Context: an optimization exercise on an open-source flow, tuned for small area, a short achievable clock period and few clock cycles per item. The choices shown serve that exercise and are no tape-out recipe.
Only simulation tests tie the RTL to the original design; equivalence was not proved.
Power and IR drop assume default switching activity.

==> branch willow: inputs <==
## bit_modulator
module bit_modulator (
    input  wire        clk,
    input  wire        rst,           
    input  wire        cmd_valid,
    output wire        cmd_ready,
    input  wire [2:0]  cmd_op,        
    input  wire [47:0] cmd_ts,        
    input  wire [31:0] cmd_fps,       
    input  wire [6:0]  cmd_len,       
    input  wire [63:0] cmd_code,      
    output reg         rsp_valid,
    output reg         rsp_status,    
    output reg         ev_valid,      
    output reg         ev_bit,
    output wire        active,
    output reg  [1:0]  phase,         
    output reg  [5:0]  bit_index,
    output reg         cur_valid,     
    output reg         cur_bit,
    output wire        color,         
    output reg  [31:0] meas_fps       
);
    localparam PH_IDLE = 2'd0;
    localparam PH_CAL  = 2'd1;
    localparam PH_RUN  = 2'd2;
    localparam M_NORM = 4'd0;    
    localparam M_CDIV = 4'd1;    
    localparam M_CSEL = 4'd2;    
    localparam M_CST1 = 4'd3;    
    localparam M_CST2 = 4'd4;    
    localparam M_LOOP = 4'd5;    
    localparam M_LA   = 4'd6;    
    localparam M_LB   = 4'd7;    
    localparam M_LC   = 4'd8;    
    localparam M_FIN  = 4'd9;    
    localparam M_CST3 = 4'd10;   
    reg        ready_q;
    reg        s1_v;
    reg        s1_start_ok, s1_start_bad, s1_tick, s1_stop;
    reg        s1_multi;      
    reg        s1_c1, s1_c2, s1_c0;
    reg [47:0] s1_ts;
    reg [3:0]  mode;
    reg [63:0] code;
    reg [6:0]  len;
    reg        t_lo, t_hi;
    reg [47:0] cal_t0;        
    reg [5:0]  cal_count;
    reg [48:0] nb, nb2, nb3;  
    reg [49:0] Q;             
    reg [22:0] R;             
    reg [22:0] a;
    reg [22:0] s;             
    reg        cq;            
    reg [22:0] aR;            
    reg        more;          
    reg        lup;           
    reg [5:0]  lvl;           
    reg [6:0]  rmod;          
    reg [5:0]  idx0;          
    reg [47:0] fps_t0;        
    reg [47:0] epoch;         
  ...
Settings: LEC_CHECK=0, ABC_CLOCK_PERIOD_IN_PS=4000, CAP_MARGIN=20, CORE_MARGIN=2, CORE_UTILIZATION=40, PLACE_DENSITY=0.6, SETUP_SLACK_MARGIN=3, SLEW_MARGIN=20; clock period 10.0 ns.
run.sh (not shown) runs the stock make flow with config.mk's settings and CLKGATE_MAP_FILE= SYNTH_SCRIPT=/design/flow/synth_recipe.tcl, a recipe that flattens the netlist after the stock synthesis.
==> branch pepper: changes against branch willow <==
--- a/flow/design.v
+++ b/flow/design.v
@@ -47,36 +47,32 @@
     reg [47:0] cal_t0;        
     reg [5:0]  cal_count;
     reg [48:0] nb, nb2, nb3;  
     reg [49:0] Q;             
     reg [22:0] R;             
     reg [22:0] a;
     reg [22:0] s;             
     reg        cq;            
-    reg [22:0] aR;            
     reg        more;          
     reg        lup;           
     reg [5:0]  lvl;           
     reg [6:0]  rmod;          
     reg [5:0]  idx0;          
     reg [47:0] fps_t0;        
     reg [47:0] epoch;         
     reg [15:0] fps_count;
     reg [4:0]  dcnt;
     assign cmd_ready = ready_q;
     assign active    = (phase != PH_IDLE);
     assign color     = cur_valid & cur_bit;
     wire accept = cmd_valid & ready_q;
     wire [23:0] sd    = {1'b0, s} - {1'b0, R};
-    wire [23:0] sa    = {1'b0, s} + {1'b0, aR};
-    wire [24:0] sar   = {2'b00, s} + {2'b00, aR} - {2'b00, R};
-    wire [24:0] s2r   = {2'b00, s} - {1'b0, R, 1'b0};
-    wire [22:0] s_n   = cq ? sa[22:0] : sd[22:0];
-    wire        cq_n  = cq ? sar[24] : s2r[24];       
+    wire [22:0] s_n   = cq ? (sd[22:0] + a) : sd[22:0];
+    wire        cq_n  = (s_n < R);
     wire [50:0] nsum  = {2'b00, nb3} + {1'b0, Q} + {50'd0, cq};
     wire [48:0] nsum_sat = {|nsum[50:48], nsum[47:0]};
     wire [48:0] tx_ref = (mode == M_LC) ? nb : nb3;
     wire        t_x   = !tx_ref[48] && (s1_ts >= tx_ref[47:0]);
     wire [5:0]  idx_inc  = (bit_index == len[5:0] - 6'd1) ? 6'd0 : bit_index + 6'd1;
     wire        bit_inc  = code[idx_inc];
     wire [23:0] r2    = {R, 1'b0};
     wire [23:0] r2d   = r2 - {1'b0, a};
@@ -95,17 +91,17 @@
     wire        m_120  = (cal_t0 <= 48'd500000);
     wire        m_30   = (cal_t0 >= 48'd2000000);
     wire [1:0]  mult_m = (cal_t0 <= 48'd666666) ? 2'd3 : (cal_t0 <= 48'd1000000) ? 2'd2 : 2'd1;
     wire [22:0] e3     = {1'b0, cal_t0[21:0]} + {cal_t0[21:0], 1'b0};
     wire [21:0] xm     = (mult_m == 2'd3) ? e3[21:0] : (mult_m == 2'd2) ? {cal_t0[20:0], 1'b0} : cal_t0[21:0];
     wire [23:0] mr4    = {nb2[21:0], 2'b00};
     wire [23:0] md1    = mr4 - {2'b00, cal_t0[21:0]};
     wire [23:0] md2    = mr4 - {1'b0, cal_t0[21:0], 1'b0};
-    wire [23:0] md3    = mr4 - {1'b0, nb[22:0]};
+    wire [23:0] md3    = mr4 - {1'b0, e3};
     wire [1:0]  mdig   = !md3[23] ? 2'd3 : !md2[23] ? 2'd2 : !md1[23] ? 2'd1 : 2'd0;
     wire [21:0] mrem   = !md3[23] ? md3[21:0] : !md2[23] ? md2[21:0] : !md1[23] ? md1[21:0] : mr4[21:0];
     wire [7:0]  d6     = {s[21:16], s[15:14]};
     wire [1:0]  d6q    = (d6 >= 8'd180) ? 2'd3 : (d6 >= 8'd120) ? 2'd2 : (d6 >= 8'd60) ? 2'd1 : 2'd0;
     wire [7:0]  d6s    = d6 - ((d6q == 2'd3) ? 8'd180 : (d6q == 2'd2) ? 8'd120 : (d6q == 2'd1) ? 8'd60 : 8'd0);
     wire [5:0]  d6r    = d6s[5:0];
     wire [22:0] mq     = meas_fps[22:0];
     wire        m_le_t = (a > mq) || ((a == mq) && (nb2[21:0] == 22'd0));
@@ -262,47 +258,42 @@
                 end else begin
                     respond(1'b0, 1'b0, 1'b0);
                 end
             end
             M_CDIV: begin
                 ready_q <= 1'b0;
                 dcnt <= dcnt + 5'd1;
                 if (dcnt == 5'd0) begin
-                    s  <= {1'b0, xm};
-                    nb <= {26'd0, e3};                  
-                end else begin
-                    if (dcnt <= 5'd8)
-                        s <= {1'b0, d6r, s[13:0], d6q};
-                    nb2      <= {27'd0, mrem};
-                    meas_fps <= {meas_fps[29:0], mdig};
+                    s <= {1'b0, xm};
+                end else if (dcnt <= 5'd8) begin
+                    s <= {1'b0, d6r, s[13:0], d6q};
                 end
-                if (m_120 || m_30 || dcnt == 5'd12)
+                nb2      <= {27'd0, mrem};
+                meas_fps <= {meas_fps[29:0], mdig};
+                if (m_120 || m_30 || dcnt == 5'd11)
                     mode <= M_CSEL;
             end
             M_CSEL: begin
                 ready_q <= 1'b0;
                 if (m_120)
                     meas_fps <= 32'd7864320;
                 else if (m_30)
                     meas_fps <= 32'd1966080;
                 if (t_lo || m_30 || (m_120 && t_hi)) begin
                     a  <= 23'd3;                        
                     Q  <= 50'd33333;
                     R  <= 23'd1;
-                    aR <= 23'd2;
                     cq <= 1'b1;
                 end else if (!m_120 && (t_hi || m_le_t)) begin
                     a  <= 23'd60;                       
                     Q  <= {34'd0, s[15:0]};
                     R  <= {17'd0, s[21:16]};
-                    aR <= 23'd60 - {17'd0, s[21:16]};
                     cq <= (s[21:16] != 6'd0);
                 end else begin
-                    aR <= a - R;
                     cq <= (R != 23'd0);                 
                 end
                 nb3  <= {1'b0, epoch};                  
                 s    <= 23'd0;
                 mode <= M_CST1;
             end
             M_CST1, M_CST2: begin
                 ready_q <= (mode == M_CST2);            
@@ -344,17 +335,16 @@
                         more    <= t_x;
                         ready_q <= !t_x;
                     end
                 end
             end
             M_LA: begin
                 ready_q <= 1'b0;
                 cq   <= (s < R);
-                aR   <= a - R;
                 mode <= M_LB;
             end
             M_LB: begin
                 ready_q <= 1'b0;
                 nb   <= nsum_sat;
                 mode <= M_LC;
             end
             M_LC: begin
@@ -389,17 +379,16 @@
                         lvl <= lvl - 6'd1;
                     end
                 end
             end
             M_FIN: begin
                 ready_q   <= 1'b0;
                 bit_index <= ({1'b0, bit_index} + rmod >= len) ? ({1'b0, bit_index} + rmod - len) : ({1'b0, bit_index} + rmod);
                 cq   <= (s < R);
-                aR   <= a - R;
                 more <= 1'b1;
                 lvl  <= 6'd0;
                 mode <= M_LOOP;
             end
             default: mode <= M_NORM;
             endcase
             if (in_start) begin
                 code <= cmd_code;
==> flow/flow/run.sh (new file) <==
#!/bin/bash
set -euo pipefail
bash standard.sh SETUP_SLACK_MARGIN=6.5 finish > standard_flow.log 2>&1
==> flow/standard.sh (new file) <==
#!/bin/bash
# synth_recipe.tcl (not shown) runs the flow's synth.tcl, then flattens the netlist and writes it again
# the make line also repeats each setting of config.mk as NAME=value (left out here)
make -C /OpenROAD-flow-scripts/flow DESIGN_CONFIG=/design/flow/config.mk WORK_HOME=/design/flow/orfs CLKGATE_MAP_FILE= SYNTH_SCRIPT=/design/flow/synth_recipe.tcl "${@:-finish}"
--- a/flow/config.mk
+++ b/flow/config.mk
@@ -5,10 +5,9 @@
 export SDC_FILE = /design/flow/constraint.sdc
 export NUM_CORES = 4
 export LEC_CHECK = 0
 export ABC_CLOCK_PERIOD_IN_PS = 4000
 export CAP_MARGIN = 20
 export CORE_MARGIN = 2
 export CORE_UTILIZATION = 40
 export PLACE_DENSITY = 0.6
-export SETUP_SLACK_MARGIN = 3
 export SLEW_MARGIN = 20
removed: flow/run.sh
==> branch ember: changes against branch willow <==
==> flow/design.v (replaced) <==
module bit_modulator (
    input  wire        clk,
    input  wire        rst,           
    input  wire        cmd_valid,
    output wire        cmd_ready,
    input  wire [2:0]  cmd_op,        
    input  wire [47:0] cmd_ts,        
    input  wire [31:0] cmd_fps,       
    input  wire [6:0]  cmd_len,       
    input  wire [63:0] cmd_code,      
    output reg         rsp_valid,
    output reg         rsp_status,    
    output reg         ev_valid,      
    output reg         ev_bit,
    output wire        active,
    output reg  [1:0]  phase,         
    output reg  [5:0]  bit_index,
    output reg         cur_valid,     
    output reg         cur_bit,
    output wire        color,         
    output reg  [31:0] meas_fps       
);
    localparam PH_IDLE = 2'd0;
    localparam PH_CAL  = 2'd1;
    localparam PH_RUN  = 2'd2;
    localparam M_NORM = 4'd0;    
    localparam M_CDIV = 4'd1;    
    localparam M_CSEL = 4'd2;    
    localparam M_CST1 = 4'd3;    
    localparam M_CST2 = 4'd4;    
    localparam M_LOOP = 4'd5;    
    localparam M_LA   = 4'd6;    
    localparam M_LB   = 4'd7;    
    localparam M_LC   = 4'd8;    
    localparam M_FIN  = 4'd9;    
    reg        ready_q;
    reg        s1_v;
    reg        s1_start_ok, s1_start_bad, s1_tick, s1_stop;
    reg        s1_multi;      
    reg        s1_c1, s1_c2, s1_c0;
    reg [47:0] s1_ts;
    reg [3:0]  mode;
    reg [63:0] code;
    reg [6:0]  len;
    reg        t_lo, t_hi;
    reg [47:0] cal_t0;        
    reg [5:0]  cal_count;
    reg [48:0] nb, nb2;       
    reg [49:0] Q;             
    reg [22:0] R;             
    reg [22:0] a;
    reg [22:0] s;             
    reg        cq;            
    reg        more;          
    reg        lup;           
    reg        lfit;          
    reg [5:0]  lvl;           
    reg [6:0]  rmod;          
    reg [5:0]  idx0;          
    reg [47:0] fps_t0;        
    reg [47:0] epoch;         
    reg [15:0] fps_count;
    reg [4:0]  dcnt;
    assign cmd_ready = ready_q;
    assign active    = (phase != PH_IDLE);
    assign color     = cur_valid & cur_bit;
    wire accept = cmd_valid & ready_q;
    wire [23:0] sd    = {1'b0, s} - {1'b0, R};
    wire [22:0] s_n   = cq ? (sd[22:0] + a) : sd[22:0];
    wire        cq_n  = (s_n < R);
    wire [50:0] nsum  = {2'b00, nb2} + {1'b0, Q} + {50'd0, cq};
    wire [48:0] nsum_sat = {|nsum[50:48], nsum[47:0]};
    wire        t_ns  = !nsum_sat[48] && (s1_ts >= nsum_sat[47:0]);
    wire [5:0]  idx_inc  = (bit_index == len[5:0] - 6'd1) ? 6'd0 : bit_index + 6'd1;
    wire        bit_inc  = code[idx_inc];
    wire [23:0] r2    = {R, 1'b0};
    wire [23:0] r2d   = r2 - {1'b0, a};
    wire        r2ge  = !r2d[23];
    wire [22:0] R_dbl = r2ge ? r2d[22:0] : r2[22:0];
    wire [49:0] Q_dbl = {Q[48:0], r2ge};
    wire [23:0] rh    = {1'b0, R} + (Q[0] ? {1'b0, a} : 24'd0);
    wire [22:0] R_hlv = rh[23:1];
    wire [49:0] Q_hlv = {1'b0, Q[49:1]};
    wire [7:0]  rm2   = {rmod, 1'b0};
    wire [7:0]  rm2p  = rm2 + 8'd1;
    wire [5:0]  len_m2 = (len == 7'd1) ? 6'd0 : len[5:0] - 6'd2;
    wire [15:0] fps_next = fps_count + 16'd1;
    wire [47:0] fps_el   = s1_ts - fps_t0;
    wire        fps_win  = (fps_el >= 48'd1000000);
    wire        m_120  = (cal_t0 <= 48'd500000);
    wire        m_30   = (cal_t0 >= 48'd2000000);
    wire [1:0]  mult_m = (cal_t0 <= 48'd666666) ? 2'd3 : (cal_t0 <= 48'd1000000) ? 2'd2 : 2'd1;
    wire [22:0] e3     = {1'b0, cal_t0[21:0]} + {cal_t0[21:0], 1'b0};
    wire [21:0] xm     = (mult_m == 2'd3) ? e3[21:0] : (mult_m == 2'd2) ? {cal_t0[20:0], 1'b0} : cal_t0[21:0];
    wire [22:0] mr2    = {nb2[21:0], 1'b0};
    wire [22:0] mrd    = mr2 - {1'b0, cal_t0[21:0]};
    wire        mge    = !mrd[22];
    wire [6:0]  d6     = {s[21:16], s[15]};
    wire        d6ge   = (d6 >= 7'd60);
    wire [5:0]  d6r    = d6ge ? (d6 - 7'd60) : d6[5:0];
    wire [22:0] mq     = meas_fps[22:0];
    wire        m_le_t = (a > mq) || ((a == mq) && (nb2[21:0] == 22'd0));
    wire norm      = (mode == M_NORM);
    wire run_tick  = norm && s1_v && s1_tick && phase == PH_RUN;
    wire cal_tick  = norm && s1_v && s1_tick && phase == PH_CAL;
    wire step_1    = run_tick && !s1_multi && s1_c1;
    wire loop_last = (mode == M_LOOP) && !more;
    wire stp       = step_1 || loop_last || (mode == M_CST2);
    wire fin_norm  = norm && !(s1_v && s1_multi);
    wire in_len_bad = (cmd_len == 7'd0) || (cmd_len > 7'd64);
    wire in_start   = accept && (cmd_op == 3'd1) && !in_len_bad;
    wire in_tick    = (cmd_op == 3'd2);
    wire signed [31:0] in_fps = cmd_fps;
    wire [1:0] in_mt = (in_fps >= 32'sd5898240) ? 2'd3 : (in_fps >= 32'sd3932160) ? 2'd2 : 2'd1;
    wire g_nb  = !nb[48]       && (cmd_ts >= nb[47:0]);
    wire g_nb2 = !nb2[48]      && (cmd_ts >= nb2[47:0]);
    wire g_ns  = !nsum_sat[48] && (cmd_ts >= nsum_sat[47:0]);
    wire l_t0  = (cmd_ts < cal_t0);
    wire p_c1  = stp ? g_nb2 : g_nb;
    wire p_c2  = stp ? g_ns  : g_nb2;
    wire p_c0  = stp ? !g_nb : l_t0;
    wire [1:0] ph_next = (mode == M_CST2) ? PH_RUN :
                         (norm && s1_v && s1_start_ok) ? PH_CAL :
                         (norm && s1_v && s1_stop) ? PH_IDLE : phase;
    wire [5:0] cnt_next = (norm && s1_v && s1_start_ok) ? 6'd0 :
                          cal_tick ? cal_count + 6'd1 : cal_count;
    wire p_multi = in_tick && ((ph_next == PH_RUN && (p_c2 || p_c0)) ||
                               (ph_next == PH_CAL && cnt_next == 6'd59));
    task respond(input status, input ev, input bitv);
        begin
            rsp_valid  <= 1'b1;
            rsp_status <= status;
            ev_valid   <= ev;
            ev_bit     <= bitv;
        end
    endtask
    task step_idx;
        begin
            nb        <= nb2;
            nb2       <= nsum_sat;
            s         <= s_n;
            cq        <= cq_n;
            cal_t0    <= nb[47:0];
            bit_index <= idx_inc;
            cur_bit   <= bit_inc;
        end
    endtask
    always @(posedge clk) begin
        if (rst) begin
            s1_v <= 1'b0;
        end else if (ready_q) begin
            s1_v         <= accept;
            s1_start_ok  <= (cmd_op == 3'd1) && !in_len_bad;
            s1_start_bad <= (cmd_op == 3'd1) && in_len_bad;
            s1_tick      <= in_tick;
            s1_stop      <= (cmd_op == 3'd3);
            s1_multi     <= p_multi;
            s1_c1        <= p_c1;
            s1_c2        <= p_c2;
            s1_c0        <= p_c0;
            s1_ts        <= cmd_ts;
        end
    end
    always @(posedge clk) begin
        rsp_valid <= 1'b0;
        if (rst) begin
            ready_q    <= 1'b1;
            mode       <= M_NORM;
            phase      <= PH_IDLE;
            bit_index  <= 6'd0;
            cur_valid  <= 1'b0;
            cur_bit    <= 1'b0;
            meas_fps   <= 32'd0;
            rsp_status <= 1'b0;
            ev_valid   <= 1'b0;
            ev_bit     <= 1'b0;
        end else begin
            ready_q <= !(accept && p_multi);
            if (phase == PH_CAL && lvl[4] == 1'b0 && norm) begin
                R   <= R_dbl;
                Q   <= Q_dbl;
                lvl <= lvl + 6'd1;
            end
            case (mode)
            M_NORM: if (s1_v) begin
                if (s1_start_bad) begin
                    respond(1'b1, 1'b0, 1'b0);
                end else if (s1_start_ok) begin
                    phase     <= PH_CAL;
                    fps_t0    <= s1_ts;
                    cal_count <= 6'd0;
                    bit_index <= 6'd0;
                    cur_valid <= 1'b0;
                    cur_bit   <= 1'b0;
                    meas_fps  <= 32'd0;
                    fps_count <= 16'd0;
                    respond(1'b0, 1'b0, 1'b0);
                end else if (s1_stop) begin
                    phase     <= PH_IDLE;
                    bit_index <= 6'd0;
                    cur_valid <= 1'b0;
                    cur_bit   <= 1'b0;
                    meas_fps  <= 32'd0;
                    fps_count <= 16'd0;
                    respond(1'b0, 1'b0, 1'b0);
                end else if (cal_tick) begin
                    cal_count <= cal_count + 6'd1;
                    if (s1_multi) begin                  
                        cal_t0    <= fps_el;             
                        epoch     <= s1_ts;
                        fps_t0    <= s1_ts;
                        fps_count <= 16'd0;
                        meas_fps  <= 32'd0;
                        nb2       <= 49'd468750;         
                        dcnt      <= 5'd0;
                        mode      <= M_CDIV;
                        ready_q   <= 1'b0;
                    end else begin
                        respond(1'b0, 1'b0, 1'b0);
                    end
                end else if (run_tick) begin
                    fps_count <= fps_next;
                    if (fps_win) begin
                        meas_fps  <= {fps_next, 16'd0};
                        fps_count <= 16'd0;
                        fps_t0    <= s1_ts;
                    end
                    if (s1_c0) begin
                        nb2       <= {1'b0, epoch};
                        s         <= 23'd0;
                        idx0      <= bit_index;
                        bit_index <= len_m2;
                        lvl       <= 6'd0;
                        rmod      <= 7'd0;
                        lup       <= 1'b1;
                        mode      <= M_LA;
                        ready_q   <= 1'b0;
                    end else if (s1_c1) begin
                        step_idx;
                        if (s1_c2) begin
                            idx0    <= bit_index;
                            lvl     <= 6'd0;
                            more    <= t_ns;
                            mode    <= M_LOOP;
                            ready_q <= !t_ns;
                        end else begin
                            respond(1'b0, len != 7'd1, bit_inc);
                        end
                    end else begin
                        respond(1'b0, 1'b0, 1'b0);
                    end
                end else begin
                    respond(1'b0, 1'b0, 1'b0);
                end
            end
            M_CDIV: begin
                ready_q <= 1'b0;
                dcnt <= dcnt + 5'd1;
                if (dcnt == 5'd0) begin
                    s <= {1'b0, xm};
                end else if (dcnt <= 5'd16) begin
                    s <= {1'b0, d6r, s[14:0], d6ge};
                end
                nb2      <= {27'd0, mge ? mrd[21:0] : mr2[21:0]};
                meas_fps <= {meas_fps[30:0], mge};
                if (m_120 || m_30 || dcnt == 5'd22)
                    mode <= M_CSEL;
            end
            M_CSEL: begin
                ready_q <= 1'b0;
                if (m_120)
                    meas_fps <= 32'd7864320;
                else if (m_30)
                    meas_fps <= 32'd1966080;
                if (t_lo || m_30 || (m_120 && t_hi)) begin
                    a  <= 23'd3;                        
                    Q  <= 50'd33333;
                    R  <= 23'd1;
                    cq <= 1'b1;
                end else if (!m_120 && (t_hi || m_le_t)) begin
                    a  <= 23'd60;                       
                    Q  <= {34'd0, s[15:0]};
                    R  <= {17'd0, s[21:16]};
                    cq <= (s[21:16] != 6'd0);
                end else begin
                    cq <= (R != 23'd0);                 
                end
                nb2  <= {1'b0, epoch};                  
                s    <= 23'd0;
                mode <= M_CST1;
            end
            M_CST1: begin
                ready_q <= 1'b1;                        
                nb   <= nb2;
                nb2  <= nsum_sat;
                s    <= s_n;
                cq   <= cq_n;
                mode <= M_CST2;
            end
            M_CST2: begin
                nb        <= nb2;
                nb2       <= nsum_sat;
                s         <= s_n;
                cq        <= cq_n;
                phase     <= PH_RUN;
                bit_index <= 6'd0;
                cur_valid <= 1'b1;
                cur_bit   <= code[0];
                cal_t0    <= epoch;
                respond(1'b0, 1'b1, code[0]);
                mode      <= M_NORM;
            end
            M_LOOP: begin
                if (more && lvl == 6'd31) begin
                    lvl     <= 6'd0;
                    rmod    <= 7'd0;
                    lup     <= 1'b1;
                    mode    <= M_LA;
                    ready_q <= 1'b0;
                end else begin
                    step_idx;
                    lvl <= lvl + 6'd1;
                    if (!more) begin
                        respond(1'b0, idx_inc != idx0, bit_inc);
                        mode <= M_NORM;
                    end else begin
                        more    <= t_ns;
                        ready_q <= !t_ns;
                    end
                end
            end
            M_LA: begin
                ready_q <= 1'b0;
                cq   <= (s < R);
                mode <= M_LB;
            end
            M_LB: begin
                ready_q <= 1'b0;
                nb   <= nsum_sat;
                lfit <= t_ns;
                mode <= M_LC;
            end
            M_LC: begin
                ready_q <= 1'b0;
                mode <= M_LA;
                if (lup) begin
                    if (lfit) begin
                        Q   <= Q_dbl;
                        R   <= R_dbl;
                        lvl <= lvl + 6'd1;
                    end else if (lvl == 6'd0) begin
                        mode <= M_FIN;
                    end else begin
                        Q   <= Q_hlv;
                        R   <= R_hlv;
                        lvl <= lvl - 6'd1;
                        lup <= 1'b0;
                    end
                end else begin
                    if (lfit) begin
                        nb2  <= nb;
                        s    <= s_n;
                        rmod <= (rm2p >= {1'b0, len}) ? rm2p[6:0] - len : rm2p[6:0];
                    end else begin
                        rmod <= (rm2 >= {1'b0, len}) ? rm2[6:0] - len : rm2[6:0];
                    end
                    if (lvl == 6'd0) begin
                        mode <= M_FIN;
                    end else begin
                        Q   <= Q_hlv;
                        R   <= R_hlv;
                        lvl <= lvl - 6'd1;
                    end
                end
            end
            M_FIN: begin
                ready_q   <= 1'b0;
                bit_index <= ({1'b0, bit_index} + rmod >= len) ? ({1'b0, bit_index} + rmod - len) : ({1'b0, bit_index} + rmod);
                cq   <= (s < R);
                more <= 1'b1;
                lvl  <= 6'd0;
                mode <= M_LOOP;
            end
            default: mode <= M_NORM;
            endcase
            if (in_start) begin
                code <= cmd_code;
                len  <= cmd_len;
                t_lo <= (in_fps <= 32'sd1966080);       
                t_hi <= (in_fps >= 32'sd7864320);       
                a    <= cmd_fps[22:0];
                Q    <= 50'd0;
                R    <= (in_mt == 2'd3) ? 23'd3000000 : (in_mt == 2'd2) ? 23'd2000000 : 23'd1000000;
                lvl  <= 6'd0;
            end
        end
    end
endmodule
--- a/flow/config.mk
+++ b/flow/config.mk
@@ -5,10 +5,10 @@
 export SDC_FILE = /design/flow/constraint.sdc
 export NUM_CORES = 4
 export LEC_CHECK = 0
 export ABC_CLOCK_PERIOD_IN_PS = 4000
 export CAP_MARGIN = 20
 export CORE_MARGIN = 2
 export CORE_UTILIZATION = 40
 export PLACE_DENSITY = 0.6
-export SETUP_SLACK_MARGIN = 3
+export SETUP_SLACK_MARGIN = 5
 export SLEW_MARGIN = 20
==> branch delta: changes against branch willow <==
==> flow/config.mk (replaced) <==
export PLATFORM = sky130hd
export DESIGN_NAME = bit_modulator
export DESIGN_NICKNAME = bit_modulator
export VERILOG_FILES = /design/flow/design.v
export SDC_FILE = /design/flow/constraint.sdc
export NUM_CORES = 4
export LEC_CHECK = 0
export ABC_CLOCK_PERIOD_IN_PS = 4000
export CAP_MARGIN = 20
export CORE_MARGIN = 2
export CORE_UTILIZATION = 55
export PLACE_DENSITY = 0.75
export SETUP_SLACK_MARGIN = 5
export SLEW_MARGIN = 20
==> qor summary <==
metric                                                  branch pepper         branch willow        branch ember          branch delta
Outcome                                                finished clean        finished clean      finished clean        finished clean
Reg-to-reg endpoint                                      cq$_DFFE_PP_  lvl[4]$_SDFFCE_PP0N_  ready_q$_SDFF_PP1_  fps_t0[11]$_DFFE_PP_
Slew HR                                                         0.285                 0.133               0.242                 0.226
Core Rows                                                         135                   139                 129                   118
Place WS                                                      3.28 ns               3.18 ns             2.93 ns               3.29 ns
Number of global-route vias before repair                      50,000                48,400              42,600                50,000
Fraction of power consumed by the clock network                 0.403                 0.196               0.394                 0.182
Proportion of power drawn by flip-flops and latches             0.390                 0.273               0.397                 0.271
Clock latency at the later pin of the worst-skew pair         0.71 ns               0.72 ns             0.68 ns               0.69 ns
Pint                                                          5.54 mW               9.04 mW             5.01 mW               8.95 mW
Fin Clk Skew                                                0.0317 ns             0.0362 ns           0.0357 ns             0.0353 ns
Met2 Resource Use GR                                            0.483                 0.457               0.448                 0.585
Leakage                                                       29.4 nW               26.5 nW             23.4 nW               26.9 nW
Buf+Inv Stages, Crit Path                                           1                     2                   1                     2
Met3 wirelength from detailed routing                       17,000 µm             14,600 µm           12,200 µm             21,600 µm
Post-synth EDFFs                                                  588                   611                 540                   611
Power share of the combinational group                          0.207                 0.532               0.209                 0.546
Antenna violations before repair                                    7                     2                   1                     3
Combinational power                                           1.62 mW               8.80 mW             1.49 mW               9.03 mW
Horiz. Die Dim                                                 373 µm                383 µm              356 µm                327 µm
Number of buffers created by CTS                                   81                    83                  75                    81
Total of clock buffers placed in the layout                       101                    97                 101                    95
Setup repair after global routing missed its margin               yes                    no                 yes                   yes
Sw power                                                      2.30 mW               7.51 mW             2.12 mW               7.58 mW
Met1 capacity usage during global routing                       0.391                 0.370               0.354                 0.491
Testbench counts of branch willow, summed over its fixed seeds: cycles 7,824, commands 6,776.
Testbench counts of branch pepper, summed over its fixed seeds: cycles 7,799, commands 6,776.
Testbench counts of branch ember, summed over its fixed seeds: cycles 8,042, commands 6,776.
Testbench counts of branch delta, summed over its fixed seeds: cycles 7,824, commands 6,776.

-- what the ideal ports hide --
Ports are ideal in the flow. The routed layouts listed here were re-timed in OpenROAD. Step 1: set_driving_cell puts a clkbuf_16 on clk and a buf_2 on each other input, an assumption about the parent block. Step 2 also shifts input and output timing later by t, the mid clock arrival at the registers, as if the neighbouring blocks saw the same clock. Three values: no drivers, after step 1, after step 2; two values: the first two.
run | t (ns) | setup slack, ns | worst register clock-pin slew, ns
branch willow | 0.783 | 3.490 / 3.490 / 3.191 | 0.07 / 0.07
branch pepper | 0.778 | 3.958 / 3.958 / 3.958 | 0.07 / 0.07
branch ember | 0.733 | 4.035 / 4.035 / 4.035 | 0.07 / 0.07
branch delta | 0.752 | 4.951 / 4.951 / 4.374 | 0.07 / 0.07
After both steps setup and hold are still met in every run listed. The setup slack of branch delta, which loses most, moves by 0.000 ns with the drivers and by -0.577 ns with both steps.
